From an optimization exercise on the open Yosys and OpenROAD flow, aimed at small area, a short achievable clock period and few clock cycles; shortcuts taken in it are not production practice. The RTL was checked by simulation tests, not by an equivalence proof against the original design. Power is estimated from default activity; no workload was simulated.

==> config.mk <==
export PLATFORM = sky130hd
export DESIGN_NAME = rsd_block
export DESIGN_NICKNAME = rsd_block
export VERILOG_FILES = /design/flow/design.v
export SDC_FILE = /design/flow/constraint.sdc
export NUM_CORES = 4
export LEC_CHECK = 0
export ABC_AREA = 1
export CAP_MARGIN = 20
export CORE_MARGIN = 2
export CORE_UTILIZATION = 40
export PLACE_DENSITY = 0.6
export SLEW_MARGIN = 20
==> constraint.sdc <==
create_clock -name core_clock -period 10.0 [get_ports {clk}]
set_input_delay 2.0000 -clock core_clock [delete_from_list [all_inputs] [get_ports {clk}]]
set_output_delay 2.0000 -clock core_clock [all_outputs]
set_load 0.01 [all_outputs]
==> design.v <==
module rsd_block #(
    parameter CAP    = 64,           
    parameter OUTCAP = 32            
) (
    input             clk,
    input             rst,           
    input             req,
    input             we,
    input      [1:0]  sel,
    input      [15:0] addr,
    input      [15:0] wdata,
    output reg        busy,
    output reg        rvalid,
    output reg [15:0] rdata
);
    localparam ERR_OK       = 2'd0;
    localparam ERR_NOSYNC   = 2'd1;
    localparam ERR_OPERAND  = 2'd2;
    localparam ERR_COMMAND  = 2'd3;
    localparam S_IDLE  = 3'd0;
    localparam S_EXP   = 3'd1;
    localparam S_AWAIT = 3'd2;       
    localparam S_MOVE  = 3'd5;       
    localparam S_DEC   = 3'd6;       
    reg [8*64-1:0] raw_q;
    reg [8*64-1:0] bits_q;
    reg [8*32-1:0] out_q;
    reg [1:0]  err;
    reg [15:0] rawlen, bitlen, src, dst, blen;
    reg [5:0]  syncoff;
    reg [2:0]  syncsh;
    reg [2:0]  state;
    reg [6:0]  xp;                   
    reg        xc_ok;                
    reg [21:0] xc0, xc1;             
    reg        xc_last;
    reg        xb_ok;                
    reg [31:0] xb_cc;                
    reg [5:0]  xb_l;                 
    reg        xb_stop;              
    reg [6:0]  acc;                  
    reg [2:0]  nacc;
    reg [6:0]  olen;
    localparam Q_LD0 = 3'd0, Q_LD1 = 3'd1, Q_RUN = 3'd2, Q_FOUND = 3'd3, Q_NONE = 3'd4,
               Q_PRIME0 = 3'd5, Q_PRIME1 = 3'd6;
    reg [2:0]  sq;                   
    reg [5:0]  fo;                   
    reg [2:0]  blk;                  
    reg [2:0]  j;                    
    reg [2:0]  sh;
    reg [127:0] w;                   
    reg [5:0]  mra;                  
    reg [5:0]  mwa;                  
    reg        mfirst;               
    reg [6:0]  mrem;                 
    reg [6:0]  newlen;
    reg        dstsel;
    reg [5:0]  dra1, dra2, dwa;      
    reg [5:0]  drem;                 
    reg [3:0]  dw;                   
    wire host_acc = req && !busy;
    wire idle     = (state == S_IDLE);
    wire host_wr  = host_acc && we;
    wire host_rd  = host_acc && !we;
    function [12:0] pairf(input [3:0] cc);
        reg [1:0] a, b;
        begin
            a = cc[3:2];
            b = cc[1:0];
            if (a == 2'd0)
                pairf = {1'b1, 4'd0, 8'd0};
            else if (b == 2'd0)
                pairf = {1'b1, {2'd0, a} + 4'd1, 8'd1 << (3'd7 - {1'b0, a})};
            else
                pairf = {1'b0, {2'd0, a} + {2'd0, b} + 4'd2,
                         (8'd1 << (3'd7 - {1'b0, a})) | (8'd1 << (3'd6 - {1'b0, a} - {1'b0, b}))};
        end
    endfunction
    function [21:0] chunk(input [7:0] bb);
        reg [12:0] h, l;
        begin
            h = pairf(bb[7:4]);
            l = pairf(bb[3:0]);
            chunk = {h[12] | l[12],
                     {1'b0, h[11:8]} + (h[12] ? 5'd0 : {1'b0, l[11:8]}),
                     {h[7:0], 8'd0} | (h[12] ? 16'd0 : ({l[7:0], 8'd0} >> h[11:8]))};
        end
    endfunction
    reg  [63:0] hrow;                
    reg  [7:0]  hoh;                 
    reg         hhi;                 
    wire [2:0]  raw_row = busy ? (xp[5:3] + 3'd1) : (addr[5:3] & {3{sel == 2'd1}});
    wire [63:0] rawrow  = raw_q[64*raw_row +: 64];
    wire [15:0] xa_w  = hrow[15:0];                              
    reg         xa_v0, xa_v1, xa_last;                           
    wire [6:0]  xp_nx = busy ? xp + 7'd2 : 7'd0;
    wire [21:0] f0 = xc0;
    wire [21:0] f1 = xc1;
    wire        st0 = f0[21];
    wire [31:0] xcc = {f0[15:0], 16'd0} | (st0 ? 32'd0 : ({f1[15:0], 16'd0} >> f0[20:16]));
    wire [5:0]  xl  = {1'b0, f0[20:16]} + (st0 ? 6'd0 : {1'b0, f1[20:16]});
    wire [39:0] ev    = {acc, 33'd0} | ({xb_cc, 8'd0} >> nacc);
    wire [5:0]  et    = {3'd0, nacc} + xb_l;
    wire [2:0]  enb   = et[5:3];
    wire [6:0]  eroom = 7'd64 - olen;
    wire [2:0]  enbe  = ({4'd0, enb} > eroom) ? eroom[2:0] : enb;
    wire [39:0] erest = ev << {enb, 3'b000};
    wire        edone = xb_stop || (olen + {4'd0, enb} >= 7'd64);
    reg  [5:0]  ra1;
    wire [5:0]  ra2 = dra2;
    genvar g, b;
    generate
        for (b = 0; b < 8; b = b + 1) begin : rd_bank
            wire [2:0] row1 = idle ? addr[5:3] : ra1[5:3] + ((b < ra1[2:0]) ? 3'd1 : 3'd0);
            wire [2:0] row2 = ra2[5:3] + ((b < ra2[2:0]) ? 3'd1 : 3'd0);
            wire [7:0] d1 = bits_q[8*(8*row1 + b) +: 8];
            wire [7:0] d2 = bits_q[8*(8*row2 + b) +: 8] & 8'h55;
            wire [2:0] row3 = dra1[5:3] + ((b < dra1[2:0]) ? 3'd1 : 3'd0);
            wire [7:0] d3 = bits_q[8*(8*row3 + b) +: 8] & 8'h55;
        end
    endgenerate
    wire [63:0] blkrd = {rd_bank[0].d1, rd_bank[1].d1, rd_bank[2].d1, rd_bank[3].d1,
                         rd_bank[4].d1, rd_bank[5].d1, rd_bank[6].d1, rd_bank[7].d1};
    wire [71:0]  w72  = w[127:56];
    reg  [7:0]   smatch;
    integer s, q, t;
    always @(*)
        for (s = 0; s < 8; s = s + 1)
            smatch[s] = (w72[70 - s -: 63] == 63'h2AAAAAAA_44894489);
    reg  [2:0]   sfirst;
    always @(*) begin
        casez (smatch)
            8'b???????1: sfirst = 3'd0;
            8'b??????10: sfirst = 3'd1;
            8'b?????100: sfirst = 3'd2;
            8'b????1000: sfirst = 3'd3;
            8'b???10000: sfirst = 3'd4;
            8'b??100000: sfirst = 3'd5;
            8'b?1000000: sfirst = 3'd6;
            default:     sfirst = 3'd7;
        endcase
    end
    wire [63:0] mvout = w72[71 - sh -: 64];          
    wire [5:0]  off   = {blk, j};
    wire        mvlast = (mrem <= 7'd8);
    wire        expanding = (state == S_EXP);
    wire [6:0]  slim  = expanding ? olen : bitlen[6:0];
    wire        sbad  = !expanding && (bitlen > 16'd64);
    wire        stest = ({1'b0, off} + 7'd9 <= slim);
    function can_load(input [3:0] x);
        can_load = !expanding || (olen >= {x, 3'b000} + 7'd8);
    endfunction
    wire        srun  = (state == S_EXP) || (state == S_AWAIT);
    wire        srestart = (state == S_IDLE && host_wr &&
                            (sel == 2'd2 || (sel == 2'd0 && addr[3:0] == 4'd3) ||
                             (sel == 2'd0 && addr[3:0] == 4'd0 && wdata == 16'h0001))) ||
                           (state == S_DEC && !dstsel) || (state == S_MOVE && mvlast);
    wire [3:0] dn   = ({2'd0, drem} < {2'd0, dw}) ? drem[3:0] : dw;    
    reg  [2:0]  dr1, dr2;
    wire [63:0] dbank;               
    generate
        for (b = 0; b < 8; b = b + 1) begin : dec_bank
            wire [2:0] s1 = b + dr1;
            wire [2:0] s2 = b + dr2;
            reg  [7:0] o, e;
            always @(*) begin
                case (s1)
                    3'd0: o = rd_bank[0].d3; 3'd1: o = rd_bank[1].d3;
                    3'd2: o = rd_bank[2].d3; 3'd3: o = rd_bank[3].d3;
                    3'd4: o = rd_bank[4].d3; 3'd5: o = rd_bank[5].d3;
                    3'd6: o = rd_bank[6].d3; default: o = rd_bank[7].d3;
                endcase
                case (s2)
                    3'd0: e = rd_bank[0].d2; 3'd1: e = rd_bank[1].d2;
                    3'd2: e = rd_bank[2].d2; 3'd3: e = rd_bank[3].d2;
                    3'd4: e = rd_bank[4].d2; 3'd5: e = rd_bank[5].d2;
                    3'd6: e = rd_bank[6].d2; default: e = rd_bank[7].d2;
                endcase
            end
            assign dbank[8*b +: 8] = (o << 1) | e;
        end
    endgenerate
    wire [6:0] dd1 = dst[6:0] - src[6:0];
    wire [6:0] dd2 = dst[6:0] - src[6:0] - blen[6:0];
    wire [3:0] dw1 = (dd1 != 7'd0 && dd1 < 7'd8) ? dd1[3:0] : 4'd8;
    wire [3:0] dw2 = (dd2 != 7'd0 && dd2 < 7'd8) ? dd2[3:0] : 4'd8;
    wire [3:0] dwb = (dw1 < dw2) ? dw1 : dw2;
    wire [17:0] dec_src_end = {2'b0, src} + {1'b0, blen, 1'b0};
    wire [16:0] dec_dst_end = {1'b0, dst} + {1'b0, blen};
    wire        dec_ok_b    = (bitlen <= 16'd64) && (dec_src_end <= {2'b0, bitlen}) &&
                              (dec_dst_end <= {1'b0, bitlen});
    wire        dec_ok_o    = (bitlen <= 16'd64) && (dec_src_end <= {2'b0, bitlen}) &&
                              (dec_dst_end <= 17'd32);
    reg  [5:0]  bwa;                 
    reg  [7:0]  ble;                 
    reg  [63:0] bld;                 
    reg  [4:0]  owa;
    reg  [7:0]  ole;
    always @(*) begin
        case (state)
            S_MOVE: ra1 = mra;
            default:
                case (sq)
                    Q_LD0:   ra1 = 6'd0;
                    Q_LD1:   ra1 = 6'd8;
                    Q_PRIME0: ra1 = {fo[5:3], 3'd0};
                    Q_PRIME1: ra1 = {fo[5:3] + 3'd1, 3'd0};
                    default: ra1 = {blk + 3'd2, 3'd0};
                endcase
        endcase
        bwa = dwa;
        ble = 8'd0;
        bld = 64'd0;
        owa = dwa[4:0];
        ole = 8'd0;
        case (state)
            S_EXP: begin
                bwa = olen[5:0];
                bld = {32'd0, ev[15:8], ev[23:16], ev[31:24], ev[39:32]};
                ble = xb_ok ? ((8'd1 << enbe) - 8'd1) : 8'd0;
            end
            S_MOVE: begin
                bwa = mwa;
                bld = {mvout[7:0], mvout[15:8], mvout[23:16], mvout[31:24],
                       mvout[39:32], mvout[47:40], mvout[55:48], mvout[63:56]};
                for (t = 0; t < 8; t = t + 1)
                    ble[t] = (mrem > t) && (!mfirst || t >= fo[2:0]);
            end
            S_DEC: begin
                ble = dstsel ? 8'd0 : ((9'd1 << dn) - 9'd1);
                ole = dstsel ? ((9'd1 << dn) - 9'd1) : 8'd0;
            end
            default: ;
        endcase
    end
    wire dec     = (state == S_DEC);
    wire host_bw = host_wr && sel == 2'd2;
    wire host_ow = host_wr && sel == 2'd3;
    generate
        for (b = 0; b < 8; b = b + 1) begin : wr_bank
            wire [2:0] ln   = b - bwa[2:0];
            wire [2:0] row  = bwa[5:3] + ((b < bwa[2:0]) ? 3'd1 : 3'd0);
            wire       en   = ble[ln];
            wire [7:0] d    = dec ? dbank[8*b +: 8] : bld[8*ln +: 8];
            wire [2:0] oln  = b - owa[2:0];
            wire [1:0] orow = owa[4:3] + ((b < owa[2:0]) ? 2'd1 : 2'd0);
            wire       oen  = ole[oln];
            wire [7:0] od   = dbank[8*b +: 8];
            for (g = 0; g < 8; g = g + 1) begin : row_b
                always @(posedge clk)
                    if (idle ? (host_bw && addr[5:0] == 8*g + b) : (en && row == g))
                        bits_q[8*(8*g + b) +: 8] <= idle ? wdata[7:0] : d;
            end
            for (g = 0; g < 4; g = g + 1) begin : row_o
                always @(posedge clk)
                    if (idle ? (host_ow && addr[4:0] == 8*g + b) : (oen && orow == g))
                        out_q[8*(8*g + b) +: 8] <= idle ? wdata[7:0] : od;
            end
        end
        for (g = 0; g < 64; g = g + 1) begin : raw_wr
            always @(posedge clk)
                if (host_wr && sel == 2'd1 && addr[5:0] == g)
                    raw_q[8*g +: 8] <= wdata[7:0];
        end
    endgenerate
    reg [15:0] reg_rd;
    always @(*) begin
        case (addr[3:0])
            4'd1:    reg_rd = {14'd0, err};
            4'd2:    reg_rd = rawlen;
            4'd3:    reg_rd = bitlen;
            4'd4:    reg_rd = {10'd0, syncoff};
            4'd5:    reg_rd = {13'd0, syncsh};
            4'd6:    reg_rd = src;
            4'd7:    reg_rd = dst;
            4'd8:    reg_rd = blen;
            default: reg_rd = 16'd0;
        endcase
    end
    wire [63:0] bitsrow = {rd_bank[7].d1, rd_bank[6].d1, rd_bank[5].d1, rd_bank[4].d1,
                           rd_bank[3].d1, rd_bank[2].d1, rd_bank[1].d1, rd_bank[0].d1};
    wire [63:0] outrow  = out_q[64*addr[4:3] +: 64];
    always @(posedge clk) begin
        if (rst)
            rvalid <= 1'b0;
        else
            rvalid <= host_rd;
        if (idle) begin
            hoh  <= (sel == 2'd0) ? 8'd1 : (8'd1 << addr[2:0]);
            hhi  <= (sel == 2'd0);
            case (sel)
                2'd2:    hrow <= bitsrow;
                2'd3:    hrow <= outrow;
                2'd1:    hrow <= rawrow;
                default: hrow <= we ? rawrow : {48'd0, reg_rd};
            endcase
        end else if (state == S_EXP) begin
            hrow <= (xp[2:1] == 2'd3) ? rawrow : {16'd0, hrow[63:16]};
        end
    end
    always @(*) begin
        rdata[15:8] = hhi ? hrow[15:8] : 8'd0;
        rdata[7:0]  = 8'd0;
        for (q = 0; q < 8; q = q + 1)
            rdata[7:0] = rdata[7:0] | (hrow[8*q +: 8] & {8{hoh[q]}});
    end
    always @(posedge clk) begin
        xp      <= xp_nx;
        xa_v0   <= ({1'b0, xp_nx} < rawlen[7:0]);
        xa_v1   <= ({1'b0, xp_nx} + 8'd1 < rawlen[7:0]);
        xa_last <= ({1'b0, xp_nx} + 8'd2 >= rawlen[7:0]);
        xc0     <= chunk(xa_v0 ? xa_w[7:0]  : 8'd0);
        xc1     <= chunk(xa_v1 ? xa_w[15:8] : 8'd0);
        xc_last <= xa_last;
        xc_ok   <= (state == S_EXP);
        xb_cc   <= xcc;
        xb_l    <= xl;
        xb_stop <= st0 || f1[21] || xc_last;
        xb_ok   <= xc_ok && (state == S_EXP);
    end
    always @(posedge clk) begin
        if (rst) begin
            state   <= S_IDLE;
            busy    <= 1'b0;
            err     <= ERR_OK;
            rawlen  <= 16'd0;
            bitlen  <= 16'd0;
            syncoff <= 6'd0;
            syncsh  <= 3'd0;
            src     <= 16'd0;
            dst     <= 16'd0;
            blen    <= 16'd0;
        end else begin
            case (state)
            S_IDLE: begin
                if (host_wr && sel == 2'd0) begin
                    case (addr[3:0])
                    4'd0: begin
                        case (wdata)
                        16'h0001: begin                          
                            if (rawlen > 16'd64) begin
                                err <= ERR_OPERAND;
                            end else begin
                                acc   <= 7'd0;
                                nacc  <= 3'd0;
                                olen  <= 7'd0;
                                state <= S_EXP;
                                busy  <= 1'b1;
                            end
                        end
                        16'h0002: begin                          
                            if (bitlen > 16'd64) begin
                                err <= ERR_OPERAND;
                            end else if (bitlen < 16'd9) begin
                                err <= ERR_NOSYNC;
                            end else if (sq == Q_NONE) begin
                                err <= ERR_NOSYNC;
                            end else begin
                                mfirst <= 1'b1;
                                mra    <= {fo[5:3] + 3'd2, 3'd0};
                                mwa    <= 6'd0 - {3'd0, fo[2:0]};
                                newlen <= bitlen[6:0] - {1'b0, fo} - ((sh != 3'd0) ? 7'd1 : 7'd0);
                                mrem   <= bitlen[6:0] - {1'b0, fo[5:3], 3'd0} - ((sh != 3'd0) ? 7'd1 : 7'd0);
                                state  <= (sq == Q_FOUND) ? S_MOVE : S_AWAIT;
                                busy   <= 1'b1;
                            end
                        end
                        16'h0003, 16'h0007: begin                
                            if (wdata[2] ? !dec_ok_o : !dec_ok_b) begin
                                err <= ERR_OPERAND;
                            end else if (blen == 16'd0) begin
                                err <= ERR_OK;
                            end else begin
                                dstsel <= wdata[2];
                                dra1   <= src[5:0];
                                dr1    <= src[2:0] - dst[2:0];
                                dr2    <= src[2:0] + blen[2:0] - dst[2:0];
                                dra2   <= src[5:0] + blen[5:0];
                                dwa    <= dst[5:0];
                                drem   <= blen[5:0];
                                dw     <= wdata[2] ? 4'd8 : dwb;
                                state  <= S_DEC;
                                busy   <= 1'b1;
                            end
                        end
                        default: err <= ERR_COMMAND;
                        endcase
                    end
                    4'd2: rawlen <= wdata;
                    4'd3: bitlen <= wdata;
                    4'd6: src    <= wdata;
                    4'd7: dst    <= wdata;
                    4'd8: blen   <= wdata;
                    default: ;
                    endcase
                end
            end
            S_EXP: begin
                if (xb_ok) begin
                    olen <= olen + {4'd0, enbe};
                    acc  <= erest[39:33];
                    nacc <= et[2:0];
                    if (edone) begin
                        bitlen <= {9'd0, olen + {4'd0, enbe}};
                        err    <= ERR_OK;
                        state  <= S_IDLE;
                        busy   <= 1'b0;
                    end
                end
            end
            S_AWAIT: begin
                newlen <= bitlen[6:0] - {1'b0, fo} - ((sh != 3'd0) ? 7'd1 : 7'd0);
                mrem   <= bitlen[6:0] - {1'b0, fo[5:3], 3'd0} - ((sh != 3'd0) ? 7'd1 : 7'd0);
                mra    <= {fo[5:3] + 3'd2, 3'd0};
                mwa    <= 6'd0 - {3'd0, fo[2:0]};
                mfirst <= 1'b1;
                if (sq == Q_FOUND) begin
                    state <= S_MOVE;
                end else if (sq == Q_NONE) begin
                    err   <= ERR_NOSYNC;
                    state <= S_IDLE;
                    busy  <= 1'b0;
                end
            end
            S_MOVE: begin
                mfirst <= 1'b0;
                mwa  <= mwa + 6'd8;
                mra  <= mra + 6'd8;
                mrem <= mrem - 7'd8;
                if (mvlast) begin
                    bitlen  <= {9'd0, newlen};
                    syncoff <= fo;
                    syncsh  <= sh;
                    err     <= ERR_OK;
                    state   <= S_IDLE;
                    busy    <= 1'b0;
                end
            end
            S_DEC: begin
                dra1 <= dra1 + {2'd0, dn};
                dra2 <= dra2 + {2'd0, dn};
                dwa  <= dwa + {2'd0, dn};
                drem <= drem - {2'd0, dn};
                if ({2'd0, drem} <= {2'd0, dw}) begin
                    err   <= ERR_OK;
                    state <= S_IDLE;
                    busy  <= 1'b0;
                end
            end
            default: begin
                state <= S_IDLE;
                busy  <= 1'b0;
            end
            endcase
        end
    end
    always @(posedge clk) begin
        if (rst || srestart) begin
            sq  <= Q_LD0;
            blk <= 3'd0;
            j   <= 3'd0;
        end else if (state == S_MOVE) begin
            w   <= {w[63:0], blkrd};
        end else if (srun) begin
            case (sq)
            Q_LD0: begin
                if (sbad)
                    sq <= Q_NONE;
                else if (can_load(4'd0)) begin
                    w[127:64] <= blkrd;
                    sq <= Q_LD1;
                end
            end
            Q_LD1: begin
                if (can_load(4'd1)) begin
                    w[63:0] <= blkrd;
                    sq <= Q_RUN;
                end
            end
            Q_RUN: begin
                if (!stest) begin
                    if (!expanding)
                        sq <= Q_NONE;
                end else if (smatch != 8'd0) begin
                    sh <= sfirst;
                    fo <= off;
                    sq <= Q_PRIME0;
                end else if (j != 3'd7) begin
                    j <= j + 3'd1;
                    w <= {w[119:0], 8'd0};
                end else if (can_load({1'b0, blk} + 4'd2)) begin
                    j   <= 3'd0;
                    blk <= blk + 3'd1;
                    w   <= {w[119:56], blkrd};
                end
            end
            Q_PRIME0: begin
                w[127:64] <= blkrd;
                sq <= Q_PRIME1;
            end
            Q_PRIME1: begin
                w[63:0] <= blkrd;
                sq <= Q_FOUND;
            end
            default: ;
            endcase
        end
    end
endmodule
==> run.sh <==
#!/bin/bash
# synth_recipe.tcl (not shown) runs the flow's synth.tcl, then flattens the netlist and writes it again
# the make line also repeats each setting of config.mk as NAME=value (left out here)
make -C /OpenROAD-flow-scripts/flow DESIGN_CONFIG=/design/flow/config.mk WORK_HOME=/design/flow/orfs CLKGATE_MAP_FILE= SYNTH_SCRIPT=/design/flow/synth_recipe.tcl finish
==> flow_summary.yaml, run 1 <==
clock_network:
  clkSlewWorstSetupHoldPaths_ns: 0.06
  postCtsHoldBufs: 0
  clock-sinks: 1767
  cts_tree: "built"
  cts_setup_buffers: 0
  cts_root_buffer: "clkbuf_16"
  htree_levels: 4
  worstSkewPairLatency_ns: 0.93
  cts_resized: 0
  max-clock-path-buffers: 3
  numCtsBuffers: 192
layout:
  multiInputGateArea_mm2: 0.04633
  seq_area_mm2: 0.05105
  area_growth_pct: 9.155
  drive_above_1_share_pct: 5.420
  nets: 12540
  fill_cells: 25300
die:
  initial_core_util_pct: 40.19
  ios: 56
  num_rows: 187
  coreArea_mm2: 0.2595
  die_h_um: 514.6
  die_w_um: 514.6
  die-area_mm2: 0.2648
synth:
  yosysMostFrequentCell: "nand2_1"
  syn_area_per_cell_um2: 8.364
  yosysSeqAreaShare_pct: 48.95
  synth_async_sr_flop_share_pct: 0
  synth-edff-count: 1566
  synthTopCellsByCount: "nand2_1, edfxtp_1, inv_1"
  syn_nets: 12850
  synth_top_cell_area_share_pct: 45.10
  syn-cell-area_mm2: 0.1043
  synthCells: 12470
  synth-seq-cells: 1767
  synthFlopType: "edfxtp_1"
  synth_area_leaders: "edfxtp_1, nand2_1, o21ai_0"
  synth_cell_types: 77
  yosysTopAreaCell: "edfxtp_1"
  synth_warnings: 3
setup_path:
  cp_data_arrival_time_ns: 7.23
  cp.required_ns: 10.51
  endpoint_kind: "register"
  critPathMaxFanout: 61
  cp_cell_sequence: "inv_1 -> ha_1 -> inv_1 -> nor2_2 -> buf_4 -> inv_2 -> nor2_1 -> inv_1 -> nand3_1 -> o21ai_4 -> buf_4 -> inv_2 -> ha_1 -> xnor2_4 -> inv_2 -> nand3_1 -> nand3_1 -> nand2_1 -> nand2_1"
  path_class: "reg2reg"
  start_kind: "register"
  cpMaxStageDelayCell: "inv_2"
  cpPeakStageDelay_ns: 0.61
pwr:
  peakVddDrop_v: 0.0001599
  power_density_mw_per_mm2: 145.1
  power_frac_seq_pct: 49.2
  power.switching_mw: 4.062
  p_leak_nw: 44.80
  switching_share_pct: 24.59
  clockPowerShare_pct: 44.5
  comb_power_share_pct: 6.3
  intPower_mw: 12.45
sta:
  max_slew_margin_pct: 14.84
  fin_crit_ns: 6.729
  whs_ns: 0.3320
  slew_viol_final: 0
  rsz0062_at_grt: "false"
  skew_ns: 0.1158
  fin_setup_tns_ns: 0
  setup_violations: 0
  hold_viol_final: 0
  fin_crit_sh_pct: 67.29
  fmax_mhz: 148.6
  tightestPinTransition_ns: 1.267
placement:
  numPortBuffers: 45
  gp_congestion: 1.024
  place.detailed.hpwl_um: 328300
global_routing:
  grt_max_degree: 167
  grt_use_total_pct: 32.92
  grt_pass1_vias: 86790
  grt_pass1_wl_um: 630900
  antenna_found_initial: 28
  overflow: 0
route:
  drt_iter0_drc: 13070
  wirelength_um: 449700
  via_count: 95350
  wl_per_cell_um: 28.57
  drc: 0
  vias_per_cell: 6.058
  drt-pass1-iter-count: 9
  wl_met1_um: 184800
  wl_met3_um: 46150
  ant_nets: 0
  routed.top_layer: "met5"
  met2_length_um: 188500
run_status:
  outcome: "finished clean"
hold_path:
  holdCritPathClass: "reg2reg"
job:
  drv_cap: 0
[cell type report]
class | instances | area share (%)
diodes | 12 | 0.02638
clock buffers | 243 | 4.475
clock inverters | 116 | 1.238
inverters | 1118 | 3.707
multi-input cells | 8907 | 40.70
flip-flops and latches | 1767 | 44.85
well taps | 3402 | 3.740
repair buffers | 174 | 1.266
[placed cells by master (no fill, tap or decap), drive strengths merged, types with 167 or more instances in the layout]
cell type     n
inv        1107
o21ai      1154
clkbuf      243
nand4       167
nand2      3219
edfxtp     1566
ha          318
nor2       1014
a21oi       629
dfxtp       201
o211ai      352
nand3       961
[worst max-delay path: cells and delay by family, from the launching register on]
family,cells,cell delay (ns)
compound gates,1,0.19
xor+xnor,1,0.60
fa+ha+maj,2,0.77
buf+inv,8,2.53
flops,1,0.37
simple gates,7,1.85
[power by group through the flow]
stage,Sequential (mW),Clock (mW),Combinational [mW]
3_5_place_dp,8.29,0,1.00
6_report,8.13,7.35,1.03
4_1_cts,8.13,7.39,1.00
5_1_grt,8.13,7.69,1.09
2_1_floorplan,8.25,0,0.528
3_3_place_gp,8.29,0,0.982
[per-layer routing]
layer / global-route usage [%] / vias to the layer above
met5: 0 / -
met4: 19.12 / 18
met3: 7.090 / 927
met2: 47.71 / 5371
met1: 45.21 / 46250
li1: - / 42780
[kinds of logic after synthesis]
group	after synthesis	share of synthesized area, %
flops	1767	48.95
mux	56	0.5375
simple gates	5677	22.83
fa+ha+maj	342	4.276
compound gates	2728	15.70
buf+inv	1793	6.796
xor+xnor	104	0.9095
[worst paths after layout]
kind,startpoint,to,slack [ns],cells past startpoint
max,state[1],bits_q[112],3.27,19
min,xa_last,xc_last,0.33,0
max reg2reg,state[1],bits_q[112],3.27,19
min reg2reg,xa_last,xc_last,0.33,0
[registers in the layout (all words and copies together) (netlist names), 22 cells and up]
signal and flops:
xc0 22, xb_cc 32, raw_q 512, bits_q 512, w 128, xc1 22
out_q 256, hrow 64
[stage by stage]
step                      worst slack, ns  cell area (µm²)  cells  total power, mW  util (%)
after global routing                3.069           113800  15730            16.90     43.86
after detailed placement            3.345           107300  15370            9.286     41.34
after floorplan                     2.057           104300  12470            8.775         -
after global placement              3.420           107300  15370            9.268     41.34
after CTS                           3.615           113800  15730            16.52     43.85
final                               3.271           113800  15740            16.51     43.87
Testbench counts, summed over its fixed seeds: cycles 6,189.
==> run 2, diff against run 1 <==
--- a/config.mk
+++ b/config.mk
@@ -10,4 +10,5 @@
 export CORE_MARGIN = 2
 export CORE_UTILIZATION = 40
 export PLACE_DENSITY = 0.6
+export SETUP_SLACK_MARGIN = 4
 export SLEW_MARGIN = 20
==> run 2 against run 1 <==
Against the previous run:
- combinational power about the same
- synthesized cell count unchanged
- maximum frequency up 14%
- global-route usage down 0.11 points
- worst setup slack better by 0.82 ns
- clock skew down 0.022 ns
- cell area up 0.21%
- first-iteration DRC count about the same
- flip-flop and latch count unchanged
- critical path type is now in2reg
==> flow_summary.yaml, run 2 <==
run_status:
  outcome: "finished clean"
sta:
  fin_setup_tns_ns: 0
  hold_viol_final: 0
  fmax_mhz: 169.2
  fin_crit_sh_pct: 59.10
  setup_ws_ns: 4.090
  skew_ns: 0.09365
  tightestPinTransition_ns: 1.356
  fin_crit_ns: 5.910
  max_slew_margin_pct: 8.641
  slew_viol_final: 0
  rsz0062_at_grt: "false"
  setup_violations: 0
placement:
  dp_slack_ns: 3.188
  place_area_mm2: 0.1074
  dp_cells: 15380
  numPortBuffers: 45
  place.detailed.hpwl_um: 328100
  gp_congestion: 1.047
synth:
  synth-edff-count: 1566
  synth_async_sr_flop_share_pct: 0
  synth_top_family_by_area: "simple AND/OR/NAND/NOR gates"
  synth_top_cell_area_share_pct: 45.10
  yosysMostFrequentCell: "nand2_1"
  synthFlopType: "edfxtp_1"
  synth_compound_area_share_pct: 15.70
  synth_area_leaders: "edfxtp_1, nand2_1, o21ai_0"
  synthTopCellsByCount: "nand2_1, edfxtp_1, inv_1"
  synthMuxAreaShare_pct: 0.5375
  synth_cell_types: 77
  synth-simple-area-share_pct: 22.83
  synth_fa_ha_area_share_pct: 4.276
  synth-seq-cells: 1767
  syn_nets: 12850
  synthCells: 12470
  synth_xor_area_share_pct: 0.9095
  yosysTopAreaCell: "edfxtp_1"
  syn-cell-area_mm2: 0.1043
  syn_area_per_cell_um2: 8.364
  yosysSeqAreaShare_pct: 48.95
  synth_warnings: 3
route:
  wirelength_um: 449100
  drt-pass1-iter-count: 7
  drt_iter0_drc: 13080
  wl_per_cell_um: 28.50
  drc: 0
  via_count: 95540
  vias_per_cell: 6.064
  ant_nets: 0
setup_path:
  endpoint: "hrow[4]"
  start_kind: "input port"
  crit_path_start: "sel[0]"
  cp_cell_sequence: "clkdlybuf4s50_1 -> inv_4 -> nor2_8 -> nand2_2 -> o21a_4 -> inv_4 -> buf_4 -> o21ai_0 -> o221ai_1 -> nand2_1 -> o21ai_0 -> nand2_1 -> nand3_1 -> nand2_1 -> nand2_1"
  critPathMaxFanout: 74
  path_buf_inv: 4
  r2r_end: "bits_q[51]"
  cpMaxStageDelayCell: "clkdlybuf4s50_1"
  cp_data_arrival_time_ns: 6.63
  cp_num_cells: 15
  cpPeakStageDelay_ns: 1.03
  r2r_cells: 20
  cp.required_ns: 10.72
  cp_top_family: "buffers and inverters"
  reg2reg_slack_ns: 4.16
  path_common_cell: "nand2_1"
  reg2reg_from: "state[1]"
  path_class: "in2reg"
  endpoint_kind: "register"
layout:
  seq_area_mm2: 0.05105
  stdcell_area_mm2: 0.1141
  multiInputGateArea_mm2: 0.04634
  top_regs: "bits_q x512, raw_q x512, out_q x256"
  drive_above_1_share_pct: 5.597
  nets: 12560
  area_growth_pct: 9.382
  fin_cells: 15760
  layout_common_cells: "nand2_1, edfxtp_1, inv_1, o21ai_0, nor2_1"
  final_common_cell: "nand2_1"
  fill_cells: 25270
pwr:
  power_mw: 16.60
  power_density_mw_per_mm2: 145.5
  peakVddDrop_v: 0.0001533
  p_leak_nw: 44.92
die:
  ios: 56
  coreArea_mm2: 0.2595
  die_h_um: 514.6
  die-area_mm2: 0.2648
  initial_core_util_pct: 40.19
  die_w_um: 514.6
  num_rows: 187
global_routing:
  grt_pass1_vias: 86690
  grt_max_degree: 195
  overflow: 0
  antenna_found_initial: 25
  grt_pass1_wl_um: 629400
  grt_use_total_pct: 32.81
clock_network:
  cts_tree: "built"
  max-clock-path-buffers: 3
  postCtsHoldBufs: 0
  numCtsBuffers: 196
  clock-sinks: 1767
  clkSlewWorstSetupHoldPaths_ns: 0.06
  cts_setup_buffers: 0
  worstSkewPairLatency_ns: 0.91
  htree_levels: 4
  cts_root_buffer: "clkbuf_16"
hold_path:
  holdCritPathClass: "reg2reg"
job:
  drv_cap: 0
run 2: cell type report:
type,count,share of cell area [%]
tap,3402,3.732
sequential,1767,44.75
antenna,7,0.01536
clock inverter,118,1.215
timing repair buffer,191,1.406
clock buffer,246,4.547
multi-input combinational,8907,40.63
inverter,1118,3.704
run 2: repair_timing:
action / CTS / global route
pin swaps: 0 / 0
resized for setup: 2 / 7
setup endpoints to repair: 286 / 338
run 2: stage by stage:
step           util [%]  hold slack [ns]
2_1_floorplan         -           0.3096
3_3_place_gp      41.38           0.3179
3_5_place_dp      41.39           0.3227
4_1_cts           43.93           0.3313
5_1_grt           43.95           0.3362
6_report          43.96           0.3289
run 2: worst min path at each step:
stage / start / to / slack [ns] / cells past startpoint
global route: xa_last / xc_last / 0.34 / 0
global placement: xa_last / xc_last / 0.32 / 0
CTS: xa_last / xc_last / 0.33 / 0
floorplan: xa_last / xc_last / 0.31 / 0
detailed placement: xa_last / xc_last / 0.32 / 0
finish: xa_last / xc_last / 0.33 / 0
run 2: report_power, final:
part,internal (mW),leakage (nW),switching (mW)
clock network,4.18,3.16,3.26
registers,8.08,15.9,0.0572
logic,0.236,25.9,0.792
total,12.5,44.9,4.11
run 2: metal layers:
metal / share of wire, % / global-route usage, %
met5: 0.018 / 0
met1: 41 / 44.57
met2: 42 / 47.55
met3: 10 / 6.932
met4: 7.4 / 20.51
run 2: logic make-up (layout without fill, tap and decap cells):
group | Yosys count | in the layout
mux | 56 | 56
flops | 1767 | 1767
compound gates | 2728 | 2728
fa+ha+maj | 342 | 342
other cells | 0 | 7
buf+inv | 1793 | 1673
simple gates | 5677 | 5677
xor+xnor | 104 | 104
==> run 3, diff against run 2 <==
--- a/design.v
+++ b/design.v
@@ -127,6 +127,24 @@
     always @(*)
         for (s = 0; s < 8; s = s + 1)
             smatch[s] = (w72[70 - s -: 63] == 63'h2AAAAAAA_44894489);
+    wire [71:0]  w72b = w[119:48];
+    reg  [7:0]   smatch2;
+    always @(*)
+        for (q = 0; q < 8; q = q + 1)
+            smatch2[q] = (w72b[70 - q -: 63] == 63'h2AAAAAAA_44894489);
+    reg  [2:0]   sfirst2;
+    always @(*) begin
+        casez (smatch2)
+            8'b???????1: sfirst2 = 3'd0;
+            8'b??????10: sfirst2 = 3'd1;
+            8'b?????100: sfirst2 = 3'd2;
+            8'b????1000: sfirst2 = 3'd3;
+            8'b???10000: sfirst2 = 3'd4;
+            8'b??100000: sfirst2 = 3'd5;
+            8'b?1000000: sfirst2 = 3'd6;
+            default:     sfirst2 = 3'd7;
+        endcase
+    end
     reg  [2:0]   sfirst;
     always @(*) begin
         casez (smatch)
@@ -146,7 +164,8 @@
     wire        expanding = (state == S_EXP);
     wire [6:0]  slim  = expanding ? olen : bitlen[6:0];
     wire        sbad  = !expanding && (bitlen > 16'd64);
-    wire        stest = ({1'b0, off} + 7'd9 <= slim);
+    wire        stest  = ({1'b0, off} + 7'd9 <= slim);
+    wire        stest2 = ({1'b0, off} + 7'd10 <= slim);
     function can_load(input [3:0] x);
         can_load = !expanding || (olen >= {x, 3'b000} + 7'd8);
     endfunction
@@ -485,13 +504,20 @@
                     sh <= sfirst;
                     fo <= off;
                     sq <= Q_PRIME0;
-                end else if (j != 3'd7) begin
-                    j <= j + 3'd1;
-                    w <= {w[119:0], 8'd0};
+                end else if (!stest2) begin
+                    if (!expanding)
+                        sq <= Q_NONE;
+                end else if (smatch2 != 8'd0) begin
+                    sh <= sfirst2;
+                    fo <= {blk, j[2:1], 1'b1};
+                    sq <= Q_PRIME0;
+                end else if (j[2:1] != 2'd3) begin
+                    j <= j + 3'd2;
+                    w <= {w[111:0], 16'd0};
                 end else if (can_load({1'b0, blk} + 4'd2)) begin
                     j   <= 3'd0;
                     blk <= blk + 3'd1;
-                    w   <= {w[119:56], blkrd};
+                    w   <= {w[111:48], blkrd};
                 end
             end
             Q_PRIME0: begin
--- a/config.mk
+++ b/config.mk
@@ -5,7 +5,6 @@
 export SDC_FILE = /design/flow/constraint.sdc
 export NUM_CORES = 4
 export LEC_CHECK = 0
-export ABC_AREA = 1
 export CAP_MARGIN = 20
 export CORE_MARGIN = 2
 export CORE_UTILIZATION = 40
==> run 3 against run 2 <==
Against the previous run:
- cell count shrank 20%
- die area shrank 2.0%
- clock power shrank 2%
- worst setup slack is essentially flat
- still clean
- critical path type is now reg2reg
- non-clock buffer count grew 173
- register-to-register slack lost 0.07 ns
- largest power group unchanged
- power grew 8.1%
==> flow_summary.yaml, run 3 <==
placement:
  place_area_mm2: 0.1070
  place.detailed.hpwl_um: 313900
  dp_slack_ns: 2.937
  dp_cells: 12220
  numPortBuffers: 45
  gp_congestion: 1.036
sta:
  fin_setup_tns_ns: 0
  tightestPinTransition_ns: 1.368
  fin_crit_sh_pct: 59.10
  hold_viol_final: 0
  slew_viol_final: 0
  setup_violations: 0
  whs_ns: 0.3394
  fin_crit_ns: 5.910
  fmax_mhz: 169.2
  max_slew_margin_pct: 8.068
  setup_ws_ns: 4.090
  skew_ns: 0.07675
  rsz0062_at_grt: "true"
global_routing:
  grt_use_total_pct: 31.93
  grt_max_degree: 184
  grt_pass1_wl_um: 586600
  antenna_found_initial: 57
  grt_pass1_vias: 75540
  overflow: 0
synth:
  syn-cell-area_mm2: 0.1022
  syn_nets: 9550
  synthFlopType: "edfxtp_1"
  synth-edff-count: 1566
  synth_area_leaders: "edfxtp_1, mux4_2, nand2_1"
  synth_async_sr_flop_share_pct: 0
  synth_warnings: 3
  synth_cell_types: 112
  synthTopCellsByCount: "edfxtp_1, nand2_1, nor2_1"
  yosysTopAreaCell: "edfxtp_1"
  synthCells: 9173
  synth_top_cell_area_share_pct: 46.03
  yosysSeqAreaShare_pct: 49.95
  synth-seq-cells: 1766
  syn_area_per_cell_um2: 11.14
  yosysMostFrequentCell: "edfxtp_1"
run_status:
  outcome: "finished clean"
pwr:
  power.switching_mw: 4.920
  clockPowerShare_pct: 40.6
  power_mw: 17.94
  switching_share_pct: 27.43
  power_density_mw_per_mm2: 156.0
  intPower_mw: 13.02
  comb_power_share_pct: 12.2
  peakVddDrop_v: 0.0001993
  p_leak_nw: 39.40
  power_frac_seq_pct: 47.2
clock_network:
  clock-sinks: 1766
  max-clock-path-buffers: 3
  clkSlewWorstSetupHoldPaths_ns: 0.07
  worstSkewPairLatency_ns: 0.90
  htree_levels: 4
  numCtsBuffers: 191
  cts_root_buffer: "clkbuf_16"
  cts_tree: "built"
layout:
  drive_above_1_share_pct: 15.93
  layout_common_cells: "edfxtp_1, nand2_1, nor2_1, a21oi_1, nand3_1"
  top_regs: "bits_q x512, raw_q x512, out_q x256"
  final_common_cell: "edfxtp_1"
  stdcell_area_mm2: 0.1149
  post-route-util_pct: 45.23
  fin_cells: 12640
  area_growth_pct: 12.51
  nets: 9460
die:
  die_h_um: 509.4
  coreArea_mm2: 0.2542
  ios: 56
  die-area_mm2: 0.2595
  num_rows: 185
  die_w_um: 509.4
  initial_core_util_pct: 40.20
route:
  vias_per_cell: 6.463
  drt_iter0_drc: 12210
  wl_per_cell_um: 33.62
  via_count: 81680
  drc: 0
  wirelength_um: 424900
  ant_nets: 0
  drt-pass1-iter-count: 10
setup_path:
  cp.required_ns: 10.52
  reg2reg_slack_ns: 4.09
  reg2reg_from: "nacc[0]"
  critPathMaxFanout: 32
  r2r_end: "bits_q[336]"
  r2r_cells: 21
  path_class: "reg2reg"
  cp_data_arrival_time_ns: 6.43
  start_kind: "register"
  endpoint_kind: "register"
hold_path:
  holdPathEnd: "xc_last"
  holdCritPathClass: "reg2reg"
  worst_hold_path.num_cells: 0
  worstHoldStart: "xa_last"
job:
  drv_cap: 0
[run 3: changes by cell type in the layout (fill, tap and decap cells not counted), moves of 91 or more]
| cell | delta |
|---|---|
| nand2_1 | -1848 |
| inv_1 | -854 |
| o21ai_0 | -636 |
| nand3_1 | -496 |
| mux4_2 | +436 |
| nor2_1 | -325 |
| o211ai_1 | -284 |
| mux2i_1 | +271 |
| buf_4 | +161 |
| mux2_2 | +123 |
| nand4_1 | -113 |
| o221ai_1 | -99 |
| nand2b_1 | +91 |
[run 3: worst max path at each step]
stage | from | endpoint | slack, ns | depth (start not counted)
2_1_floorplan | wdata[6] | w[100] | 4.47 | 9
3_3_place_gp | nacc[2] | bits_q[436] | 3.09 | 16
3_5_place_dp | nacc[2] | bits_q[498] | 2.94 | 16
4_1_cts | nacc[0] | bits_q[106] | 4.00 | 18
5_1_grt | nacc[0] | bits_q[336] | 3.96 | 21
6_report | nacc[0] | bits_q[336] | 4.09 | 21
[run 3: final cells by class]
type,instances,area [µm²]
repair buffers,364,3100
inverters,234,880.8
clock inverters,119,1383
multi-input cells,6526,49200
diodes,29,72.57
fillers,23150,139200
well taps,3366,4212
clock buffers,234,5055
flip-flops and latches,1766,51040
[run 3: cell families after synthesis]
kind of cell	share of synthesized area, %
AO/OA/AOI/OAI	12.53
AND/OR/NAND/NOR	13.85
multiplexers	14.62
XOR/XNOR	1.355
adder cells (fa/ha/maj)	4.328
flip-flops	49.95
buffers and inverters	3.362
[run 3: worst max-delay path, stage by stage (launching register included)]
cell       delay [ns]
edfxtp_1         0.36
buf_4            0.29
ha_1             0.31
fa_1             0.42
a21o_1           0.17
nand2_1          0.08
xor2_1           0.16
buf_4            0.24
inv_1            0.27
ha_1             0.38
nor2b_1          0.13
o21ai_1          0.11
a211oi_2         0.33
buf_4            0.21
o2111ai_1        0.10
a21oi_1          0.27
o32ai_1          0.15
buf_4            0.23
o22ai_2          0.43
o21ai_1          0.22
o21ai_0          0.35
buf_4            0.28
[run 3: routing by layer]
| metal | share of wire [%] | vias up | wire length [µm] | GRT usage (%) |
|---|---|---|---|---|
| met5 | 0.052 | - | 219 | 0 |
| met3 | 12 | 937 | 51950 | 9.670 |
| met1 | 39 | 40890 | 167500 | 43.34 |
| met4 | 5.9 | 34 | 25250 | 16.36 |
| met2 | 42 | 5048 | 180000 | 46.07 |
| li1 | - | 34770 | - | - |
[run 3: repair_timing]
action | CTS | global route
pin swaps | 10 | 15
gates resized for setup | 91 | 52
buffers inserted | 16 | 18
hold buffers | 0 | 0
endpoints found under the setup margin | 553 | 772
[run 3: power groups by stage]
| stage | registers, mW | logic, mW | clock network [mW] |
|---|---|---|---|
| after floorplan | 8.47 | 1.27 | 0 |
| after global placement | 8.62 | 2.35 | 0 |
| after detailed placement | 8.62 | 2.38 | 0 |
| after CTS | 8.47 | 2.44 | 7.35 |
| after global routing | 8.45 | 2.24 | 7.64 |
| final | 8.46 | 2.18 | 7.29 |
Testbench counts of run 3, summed over its fixed seeds: cycles 6,054.
==> run 4, diff against run 3 <==
--- a/design.v
+++ b/design.v
@@ -89,7 +89,7 @@
     reg  [63:0] hrow;                
     reg  [7:0]  hoh;                 
     reg         hhi;                 
-    wire [2:0]  raw_row = busy ? (xp[5:3] + 3'd1) : (addr[5:3] & {3{sel == 2'd1}});
+    wire [2:0]  raw_row = busy ? (xp[5:3] + 3'd1) : addr[5:3];
     wire [63:0] rawrow  = raw_q[64*raw_row +: 64];
     wire [15:0] xa_w  = hrow[15:0];                              
     reg         xa_v0, xa_v1, xa_last;                           
--- a/config.mk
+++ b/config.mk
@@ -9,5 +9,5 @@
 export CORE_MARGIN = 2
 export CORE_UTILIZATION = 40
 export PLACE_DENSITY = 0.6
-export SETUP_SLACK_MARGIN = 4
+export SETUP_SLACK_MARGIN = 5
 export SLEW_MARGIN = 20
==> run 4 against run 3 <==
Against the previous run:
- combinational power shrank 55%
- sequential power fell by 3.7%
- clock skew rose by 0.053 ns
- cell count down 2.0%
- clock-buffer cell count grew 8
- synthesized area shrank 0.54%
- critical endpoint is now hrow[29]
- largest power group unchanged
- highest routed layer unchanged
==> flow_summary.yaml, run 4 <==
pwr:
  switching_share_pct: 24.29
  p_leak_nw: 39.98
  power.switching_mw: 3.971
  peakVddDrop_v: 0.0001757
  power_density_mw_per_mm2: 140.3
  intPower_mw: 12.38
  clockPowerShare_pct: 44.2
  comb_power_share_pct: 6.0
  power_frac_seq_pct: 49.9
clock_network:
  postCtsHoldBufs: 0
  cts_tree: "built"
  cts_root_buffer: "clkbuf_16"
  htree_levels: 4
  max-clock-path-buffers: 3
  clkSlewWorstSetupHoldPaths_ns: 0.06
  numCtsBuffers: 191
  clock-sinks: 1766
  worstSkewPairLatency_ns: 0.90
setup_path:
  cp.required_ns: 10.57
  critPathMaxFanout: 47
  reg2reg_from: "sq[2]"
  endpoint_kind: "register"
  cp_cell_sequence: "inv_1 -> nor3_1 -> nor2_1 -> o211ai_1 -> o221a_4 -> nor3_2 -> buf_4 -> a22oi_1 -> nand3_1"
  start_kind: "register"
  crit_path_start: "sq[2]"
  cpPeakStageDelay_ns: 1.02
  path_class: "reg2reg"
  cp_data_arrival_time_ns: 5.65
  cp_top_family: "compound AO/OA/AOI/OAI gates"
  path_buf_inv: 2
  cpMaxStageDelayCell: "a22oi_1"
global_routing:
  overflow: 0
  grt_use_total_pct: 31.14
  grt_pass1_vias: 75070
  grt_max_degree: 129
  grt_pass1_wl_um: 572600
  antenna_found_initial: 35
sta:
  max_slew_margin_pct: 12.43
  fmax_mhz: 196.7
  fin_setup_tns_ns: 0
  hold_viol_final: 0
  fin_crit_ns: 5.084
  skew_ns: 0.1293
  whs_ns: 0.3326
  setup_ws_ns: 4.916
  tightestPinTransition_ns: 1.309
  setup_violations: 0
  slew_viol_final: 0
  fin_crit_sh_pct: 50.84
  rsz0062_at_grt: "true"
synth:
  synthCells: 8847
  synthFlopType: "edfxtp_1"
  synthTopCellsByCount: "edfxtp_1, nand2_1, nor2_1"
  synth_warnings: 3
  syn-cell-area_mm2: 0.1016
  yosysTopAreaCell: "edfxtp_1"
  synth_area_leaders: "edfxtp_1, mux4_2, mux2i_1"
  syn_area_per_cell_um2: 11.49
  synth-seq-cells: 1766
  synth-edff-count: 1566
  yosysMostFrequentCell: "edfxtp_1"
  synth_async_sr_flop_share_pct: 0
  yosysSeqAreaShare_pct: 50.22
  synth_cell_types: 96
  synth_top_cell_area_share_pct: 46.28
  syn_nets: 9223
die:
  initial_core_util_pct: 40.09
  num_rows: 185
  die-area_mm2: 0.2581
  coreArea_mm2: 0.2535
  ios: 56
  die_h_um: 508.0
  die_w_um: 508.0
layout:
  final_common_cell: "edfxtp_1"
  fill_cells: 22790
  top_regs: "bits_q x512, raw_q x512, out_q x256"
  layout_common_cells: "edfxtp_1, nand2_1, nor2_1, a21oi_1, mux2i_1"
  nets: 9205
  seq_area_mm2: 0.05105
  drive_above_1_share_pct: 17.98
  multiInputGateArea_mm2: 0.04980
  area_growth_pct: 14.70
route:
  drc: 0
  vias_per_cell: 6.502
  via_count: 80510
  drt-pass1-iter-count: 9
  drt_iter0_drc: 11680
  ant_nets: 0
  wl_per_cell_um: 33.32
  wirelength_um: 412600
job:
  drv_cap: 0
placement:
  numPortBuffers: 45
  gp_congestion: 1.025
  place.detailed.hpwl_um: 300500
  dp_slack_ns: 2.785
run_status:
  outcome: "finished clean"
hold_path:
  worstHoldStart: "xa_last"
  holdCritPathClass: "reg2reg"
-- run 4: cells by family (layout without fill, tap and decap cells) --
family / Yosys count / after routing / share of synthesized area [%]
AO/OA/AOI/OAI: 1904 / 1905 / 12.26
XOR/XNOR: 155 / 155 / 1.336
adder cells (fa/ha/maj): 338 / 338 / 4.339
buffers and inverters: 846 / 993 / 3.166
flip-flops: 1766 / 1766 / 50.22
multiplexers: 1119 / 1119 / 16.53
other: 0 / 19 / 0
AND/OR/NAND/NOR: 2719 / 2721 / 12.16
-- run 4: per-layer routing --
layer / wire length, µm / share of wire (%) / vias up / global-route usage [%]
met2: 177800 / 43 / 4980 / 45.92
met4: 27290 / 6.6 / 24 / 17.58
met1: 160500 / 39 / 40650 / 41.66
met5: 158 / 0.038 / - / 0
li1: - / - / 33950 / -
met3: 46810 / 11 / 900 / 8.002
-- run 4: path summary, 6_finish.rpt --
check / endpoint / slack (ns) / depth (start not counted)
worst max-delay path: hrow[29] / 4.92 / 9
worst min-delay path: xc_last / 0.33 / 0
worst min register to register: xc_last / 0.33 / 0
worst max register to register: hrow[29] / 4.92 / 9
-- run 4: cell type report --
cell class	count	area share, %
sequential	1766	43.80
multi-input combinational	6238	42.73
clock buffer	242	4.343
tap	3366	3.613
timing repair buffer	395	3.523
clock inverter	119	1.160
inverter	236	0.7890
antenna	19	0.04079
timing repair inverter	1	0.004294
-- run 4: worst reg2reg max path: cells and delay by family (launching register included) --
kind	cells	cell delay, ns
buffers and inverters	2	0.59
flip-flops	1	0.68
AO/OA/AOI/OAI	3	2.50
AND/OR/NAND/NOR	4	1.05
-- run 4: what timing repair did --
action	in CTS	in global routing
endpoints found under the setup margin	1666	1212
resized for setup	237	102
pin swaps	76	36
buffers inserted	99	31
gates cloned	9	1
-- run 4: per-stage QoR --
stage / area (µm²) / std cells / total power [mW] / utilization (%)
6_report: 116600 / 12380 / 16.35 / 45.98
2_1_floorplan: 102400 / 8847 / 8.714 / -
4_1_cts: 115700 / 12330 / 16.35 / 45.65
3_3_place_gp: 106600 / 11860 / 9.212 / 42.05
5_1_grt: 116500 / 12370 / 16.70 / 45.97
3_5_place_dp: 106600 / 11860 / 9.224 / 42.06
-- run 4: power by group through the flow --
stage               registers, mW  logic, mW  clock network, mW
floorplan                    8.23      0.480                  0
global placement             8.30      0.913                  0
detailed placement           8.30      0.925                  0
CTS                          8.14      0.948               7.26
global route                 8.14       1.00               7.56
finish                       8.15      0.976               7.22
Testbench counts of run 4, summed over its fixed seeds: cycles 6,054.
==> run 5, diff against run 4 <==
--- a/config.mk
+++ b/config.mk
@@ -11,3 +11,4 @@
 export PLACE_DENSITY = 0.6
 export SETUP_SLACK_MARGIN = 5
 export SLEW_MARGIN = 20
+export TNS_END_PERCENT = 5
==> run 5 against run 4 <==
Against the previous run:
- non-clock buffer count fell by 64
- cell area fell by 1.1%
- maximum frequency fell by 6.2%
- clock power rose by 2%
- flip-flop and latch count did not move
- largest power group unchanged
- still clean on timing, DRC and antenna
==> flow_summary.yaml, run 5 <==
synth:
  syn-cell-area_mm2: 0.1016
  synth_area_leaders: "edfxtp_1, mux4_2, mux2i_1"
  syn_area_per_cell_um2: 11.49
  synthCells: 8847
  synthMuxAreaShare_pct: 16.53
  synth-edff-count: 1566
  synth_compound_area_share_pct: 12.26
  synthTopCellsByCount: "edfxtp_1, nand2_1, nor2_1"
  synth_top_cell_area_share_pct: 46.28
  synth_top_family_by_area: "multiplexers"
  synth_xor_area_share_pct: 1.336
  yosysTopAreaCell: "edfxtp_1"
  synth-seq-cells: 1766
  synth_async_sr_flop_share_pct: 0
  synth-simple-area-share_pct: 12.16
  syn_nets: 9223
  synth_warnings: 3
  yosysSeqAreaShare_pct: 50.22
  synth_fa_ha_area_share_pct: 4.339
  synth_cell_types: 96
  yosysMostFrequentCell: "edfxtp_1"
  synthFlopType: "edfxtp_1"
sta:
  slew_viol_final: 0
  fin_setup_tns_ns: 0
  rsz0062_at_grt: "true"
  fin_crit_ns: 5.422
  fmax_mhz: 184.4
  hold_viol_final: 0
  setup_violations: 0
  max_slew_margin_pct: 8.877
  tightestPinTransition_ns: 1.340
  skew_ns: 0.1079
  fin_crit_sh_pct: 54.22
setup_path:
  reg2reg_slack_ns: 4.58
  reg2reg_from: "state[2]"
  r2r_end: "hrow[45]"
  endpoint_kind: "register"
  cpMaxStageDelayCell: "a22oi_1"
  r2r_cells: 9
  cp_data_arrival_time_ns: 6.02
  cpPeakStageDelay_ns: 0.89
  critPathMaxFanout: 43
  cp.required_ns: 10.60
  cp_top_family: "compound AO/OA/AOI/OAI gates"
  cp_cell_sequence: "buf_6 -> nand2b_4 -> inv_4 -> and2_1 -> a31oi_4 -> buf_4 -> mux2i_1 -> a22oi_1 -> nand3_1"
  start_kind: "register"
  path_buf_inv: 3
  path_class: "reg2reg"
hold_path:
  holdCritPathClass: "reg2reg"
  holdPathEnd: "xc_last"
  worst_hold_path.num_cells: 0
  worstHoldStart: "xa_last"
clock_network:
  clock-sinks: 1766
  htree_levels: 4
  postCtsHoldBufs: 0
  numCtsBuffers: 189
  cts_root_buffer: "clkbuf_16"
  cts_tree: "built"
  clkSlewWorstSetupHoldPaths_ns: 0.07
  max-clock-path-buffers: 3
  worstSkewPairLatency_ns: 0.91
global_routing:
  grt_pass1_vias: 74590
  overflow: 0
  grt_pass1_wl_um: 566900
  grt_max_degree: 129
  antenna_found_initial: 33
  grt_use_total_pct: 30.84
layout:
  nets: 9140
  final_common_cell: "edfxtp_1"
  fill_cells: 22870
  top_regs: "bits_q x512, raw_q x512, out_q x256"
  post-route-util_pct: 45.49
  area_growth_pct: 13.47
  layout_common_cells: "edfxtp_1, nand2_1, nor2_1, a21oi_1, mux2i_1"
  drive_above_1_share_pct: 16.90
route:
  ant_nets: 0
  wl_met3_um: 46380
  wl_met1_um: 159100
  drc: 0
  wirelength_um: 409300
  drt-pass1-iter-count: 10
  via_count: 80020
  routed.top_layer: "met5"
  vias_per_cell: 6.504
  wl_per_cell_um: 33.27
  met2_length_um: 174500
  drt_iter0_drc: 12010
job:
  drv_cap: 0
die:
  coreArea_mm2: 0.2535
  ios: 56
  die_w_um: 508.0
  die-area_mm2: 0.2581
  num_rows: 185
  die_h_um: 508.0
  initial_core_util_pct: 40.09
placement:
  place.detailed.hpwl_um: 299700
  numPortBuffers: 45
  gp_congestion: 1.066
pwr:
  power_mw: 16.54
  peakVddDrop_v: 0.0002018
  power_density_mw_per_mm2: 143.4
  p_leak_nw: 39.52
run_status:
  outcome: "finished clean"
## run 5: worst max path at each step
stage | start | end | depth (start not counted)
3_5_place_dp | nacc[2] | bits_q[431] | 15
5_1_grt | nacc[1] | bits_q[178] | 19
2_1_floorplan | wdata[7] | w[100] | 10
6_report | state[2] | hrow[45] | 9
4_1_cts | sh[0] | bits_q[110] | 13
3_3_place_gp | nacc[2] | bits_q[146] | 15
## run 5: metrics by stage
stage | cell area [µm²] | setup WS, ns | hold slack (ns) | std cells
5_1_grt | 115300 | 4.568 | 0.3277 | 12290
2_1_floorplan | 102000 | 4.633 | 0.3096 | 8847
3_5_place_dp | 106300 | 2.758 | 0.3121 | 11860
3_3_place_gp | 106200 | 2.515 | 0.3138 | 11850
6_report | 115300 | 4.578 | 0.3244 | 12300
4_1_cts | 114800 | 4.680 | 0.3249 | 12270
## run 5: final cells by class
| class | instances | area (µm²) | share of cell area [%] |
|---|---|---|---|
| Sequential cell | 1766 | 51040 | 44.26 |
| Multi-Input combinational cell | 6239 | 49420 | 42.86 |
| Clock buffer | 226 | 4974 | 4.314 |
| Tap cell | 3366 | 4212 | 3.653 |
| Timing Repair Buffer | 331 | 3122 | 2.708 |
| Clock inverter | 120 | 1580 | 1.371 |
| Inverter | 236 | 907.1 | 0.7868 |
| Antenna cell | 18 | 45.04 | 0.03907 |
| Timing Repair inverter | 1 | 7.507 | 0.006511 |
## run 5: per-layer routing
| layer | track usage, % | vias up |
|---|---|---|
| li1 | - | 33840 |
| met1 | 41.22 | 40130 |
| met2 | 45.24 | 5031 |
| met3 | 7.708 | 1004 |
| met4 | 18.37 | 16 |
| met5 | 0 | - |
## run 5: worst register-to-register path, cell delays in order, from the launching register on
cell	delay (ns)
dfxtp_1	0.32
buf_6	0.33
nand2b_4	0.62
inv_4	0.30
and2_1	0.65
a31oi_4	0.83
buf_4	0.75
mux2i_1	0.37
a22oi_1	0.89
nand3_1	0.15
## run 5: repair_timing
item / 4_1_cts / 5_1_grt
cloned: 5 / 2
gates resized for setup: 204 / 47
setup buffers: 60 / 12
pin swaps: 45 / 7
endpoints found under the setup margin: 1751 / 1575
## run 5: report_power, final
| part | internal (mW) | switching [mW] |
|---|---|---|
| combinational | 0.287 | 0.697 |
| clock | 4.20 | 3.21 |
| sequential | 8.06 | 0.0852 |
| total | 12.5 | 3.99 |
## run 5: cell families after synthesis
group | after synthesis
AND/OR/NAND/NOR | 2719
AO/OA/AOI/OAI | 1904
flip-flops | 1766
multiplexers | 1119
buffers and inverters | 846
adder cells (fa/ha/maj) | 338
XOR/XNOR | 155
==> run 6, diff against run 5 <==
--- a/config.mk
+++ b/config.mk
@@ -7,8 +7,7 @@
 export LEC_CHECK = 0
 export CAP_MARGIN = 20
 export CORE_MARGIN = 2
-export CORE_UTILIZATION = 40
-export PLACE_DENSITY = 0.6
+export CORE_UTILIZATION = 35
+export PLACE_DENSITY = 0.5
 export SETUP_SLACK_MARGIN = 5
 export SLEW_MARGIN = 20
-export TNS_END_PERCENT = 5
==> run 6 against run 5 <==
Against the previous run:
- cell area grew 1.9%
- register-to-register slack gained 0.30 ns
- power up 0.27%
- sequential power fell by 0.5%
- worst setup slack better by 0.29 ns
- core utilization shrank 4.7 points
- sequential share of layout area decreased by 0.82 points
- first-iteration DRC count down 6.9%
- die area up 14%
- wire length rose by 9.4%
- clock power decreased by 0.5%
- critical path depth down 6
- critical path type is now reg2out
==> flow_summary.yaml, run 6 <==
run_status:
  outcome: "finished clean"
layout:
  final_common_cell: "edfxtp_1"
  stdcell_area_mm2: 0.1175
  drive_above_1_share_pct: 18.24
  top_regs: "bits_q x512, raw_q x512, out_q x256"
  nets: 9248
  area_growth_pct: 15.66
  fin_cells: 12860
  post-route-util_pct: 40.75
  layout_common_cells: "edfxtp_1, nand2_1, nor2_1, a21oi_1, mux2i_1"
global_routing:
  grt_use_total_pct: 29.51
  grt_pass1_vias: 75190
  antenna_found_initial: 47
  overflow: 0
  grt_max_degree: 118
  grt_pass1_wl_um: 609800
route:
  wl_per_cell_um: 34.84
  ant_nets: 0
  drt-pass1-iter-count: 10
  via_count: 80820
  vias_per_cell: 6.287
  drc: 0
  drt_iter0_drc: 11180
  wirelength_um: 447900
sta:
  fin_crit_ns: 5.129
  max_slew_margin_pct: 3.844
  fin_crit_sh_pct: 51.29
  fmax_mhz: 195.0
  rsz0062_at_grt: "true"
  fin_setup_tns_ns: 0
  setup_ws_ns: 4.871
  hold_viol_final: 0
  tightestPinTransition_ns: 1.427
  slew_viol_final: 0
  whs_ns: 0.4063
  skew_ns: 0.1188
  setup_violations: 0
die:
  die-area_mm2: 0.2947
  num_rows: 197
  coreArea_mm2: 0.2884
  ios: 56
  initial_core_util_pct: 35.23
  die_w_um: 542.8
  die_h_um: 542.8
setup_path:
  path_class: "reg2out"
  r2r_cells: 11
  start_kind: "register"
  reg2reg_from: "state[0]"
  r2r_end: "hrow[48]"
  reg2reg_slack_ns: 4.88
  critPathMaxFanout: 8
  cp_data_arrival_time_ns: 3.13
  cp.required_ns: 8.00
  endpoint_kind: "output port"
placement:
  dp_cells: 12270
  gp_congestion: 1.041
  numPortBuffers: 45
  place.detailed.hpwl_um: 324100
  dp_slack_ns: 2.522
  place_area_mm2: 0.1072
clock_network:
  clock-sinks: 1766
  numCtsBuffers: 199
  max-clock-path-buffers: 4
  cts_root_buffer: "clkbuf_16"
  clkSlewWorstSetupHoldPaths_ns: 0.06
  cts_tree: "built"
  htree_levels: 4
  worstSkewPairLatency_ns: 0.94
hold_path:
  worst_hold_path.num_cells: 1
  worstHoldStart: "xc0[5]"
  holdPathEnd: "xb_cc[21]"
  holdCritPathClass: "reg2reg"
job:
  drv_cap: 0
synth:
  syn_area_per_cell_um2: 11.49
  synthFlopType: "edfxtp_1"
  yosysTopAreaCell: "edfxtp_1"
  yosysSeqAreaShare_pct: 50.22
  synthCells: 8847
  synth_async_sr_flop_share_pct: 0
  synth_area_leaders: "edfxtp_1, mux4_2, mux2i_1"
  synth_top_cell_area_share_pct: 46.28
  synth_cell_types: 96
  syn-cell-area_mm2: 0.1016
  yosysMostFrequentCell: "edfxtp_1"
  syn_nets: 9223
  synth_warnings: 3
  synthTopCellsByCount: "edfxtp_1, nand2_1, nor2_1"
  synth-edff-count: 1566
  synth-seq-cells: 1766
pwr:
  power_density_mw_per_mm2: 141.1
  p_leak_nw: 40.29
  power_mw: 16.58
  peakVddDrop_v: 0.0001690
## run 6: what timing repair did
| action | 4_1_cts | 5_1_grt |
|---|---|---|
| buffers inserted | 115 | 45 |
| hold buffers | 0 | 0 |
| cloned | 12 | 4 |
| pin swaps | 86 | 36 |
| endpoints found under the setup margin | 1544 | 1213 |
| gates resized for setup | 227 | 118 |
## run 6: worst max path at each step
stage / from / to / slack, ns / cells after the start
global placement: nacc[2] / bits_q[391] / 2.56 / 15
floorplan: wdata[7] / w[100] / 4.64 / 10
detailed placement: nacc[2] / bits_q[455] / 2.52 / 15
global route: dra1[2] / bits_q[111] / 4.94 / 10
finish: hoh[0] / rdata[7] / 4.87 / 3
CTS: state[1] / w[62] / 4.99 / 15
## run 6: metal layers
layer  global-route usage [%]  up-vias  part of all wire (%)  routed length (µm)
met2                    43.63     4828                    43              191400
li1                         -    34090                     -                   -
met5                        0        -                 0.010                  47
met4                    17.44        8                   7.3               32500
met3                    6.982      927                    11               48270
met1                    39.29    40970                    39              175600
## run 6: cell type report
cell class,instances,area (µm²)
Multi-Input combinational cell,6240,49800
Clock buffer,254,5256
Sequential cell,1766,51050
Inverter,236,917.1
Tap cell,3781,4731
Antenna cell,45,112.6
Timing Repair Buffer,429,4496
Clock inverter,104,1155
Fill cell,27190,170900
## run 6: cells by family after synthesis
family                     Yosys count  synth area share (%)
muxes                             1119                 16.53
adders and majority gates          338                 4.339
AOI/OAI and AO/OA                 1904                 12.26
DFF                               1766                 50.22
and+or+nand+nor                   2719                 12.16
xor gates and xnor gates           155                 1.336
buffers and inverters              846                 3.166
## run 6: critical path, stage by stage (launching register included)
cell and delay (ns):
edfxtp_1 0.56, a22oi_1 0.32, nand4_1 0.89, clkdlybuf4s15_1 0.45
## run 6: where the power goes
part / leakage, nW / internal [mW] / switching, mW
sequential: 15.9 / 8.06 / 0.0488
combinational: 21.3 / 0.297 / 0.810
clock: 3.12 / 4.19 / 3.17
total: 40.3 / 12.6 / 4.03

static timing again, ports no longer ideal:
The results above use ideal ports. As a check the final layouts listed here were re-extracted and re-timed, cells and wires unchanged. Step 1, drivers: a clkbuf_16 drives clk and a buf_2 each remaining input, both assumed. Step 2 adds t to the input delays and takes it off the output delays; t is the mean of the earliest and latest rising clock arrival at the registers after step 1. Input paths then give back, and output paths get back, about the clock's delay inside the block. a / b / c = ideal ports / drivers / drivers and shift; a / b = the first two.
run | t (ns) | slack for setup (ns) | slew at the worst register clock pin (ns)
run 1 | 0.967 | 3.271 / 3.271 / 3.066 | 0.07 / 0.07
run 2 | 0.968 | 4.090 / 4.151 / 3.182 | 0.07 / 0.07
run 3 | 0.961 | 4.090 / 4.090 / 3.290 | 0.08 / 0.08
run 4 | 0.943 | 4.916 / 4.916 / 4.067 | 0.07 / 0.07
run 5 | 0.952 | 4.578 / 4.578 / 3.922 | 0.07 / 0.07
run 6 | 0.987 | 4.871 / 4.767 / 3.837 | 0.07 / 0.07
After both steps setup and hold are still met in every run listed. The setup slack of run 6, which loses most, moves by -0.104 ns with the drivers and by -1.034 ns with both steps.
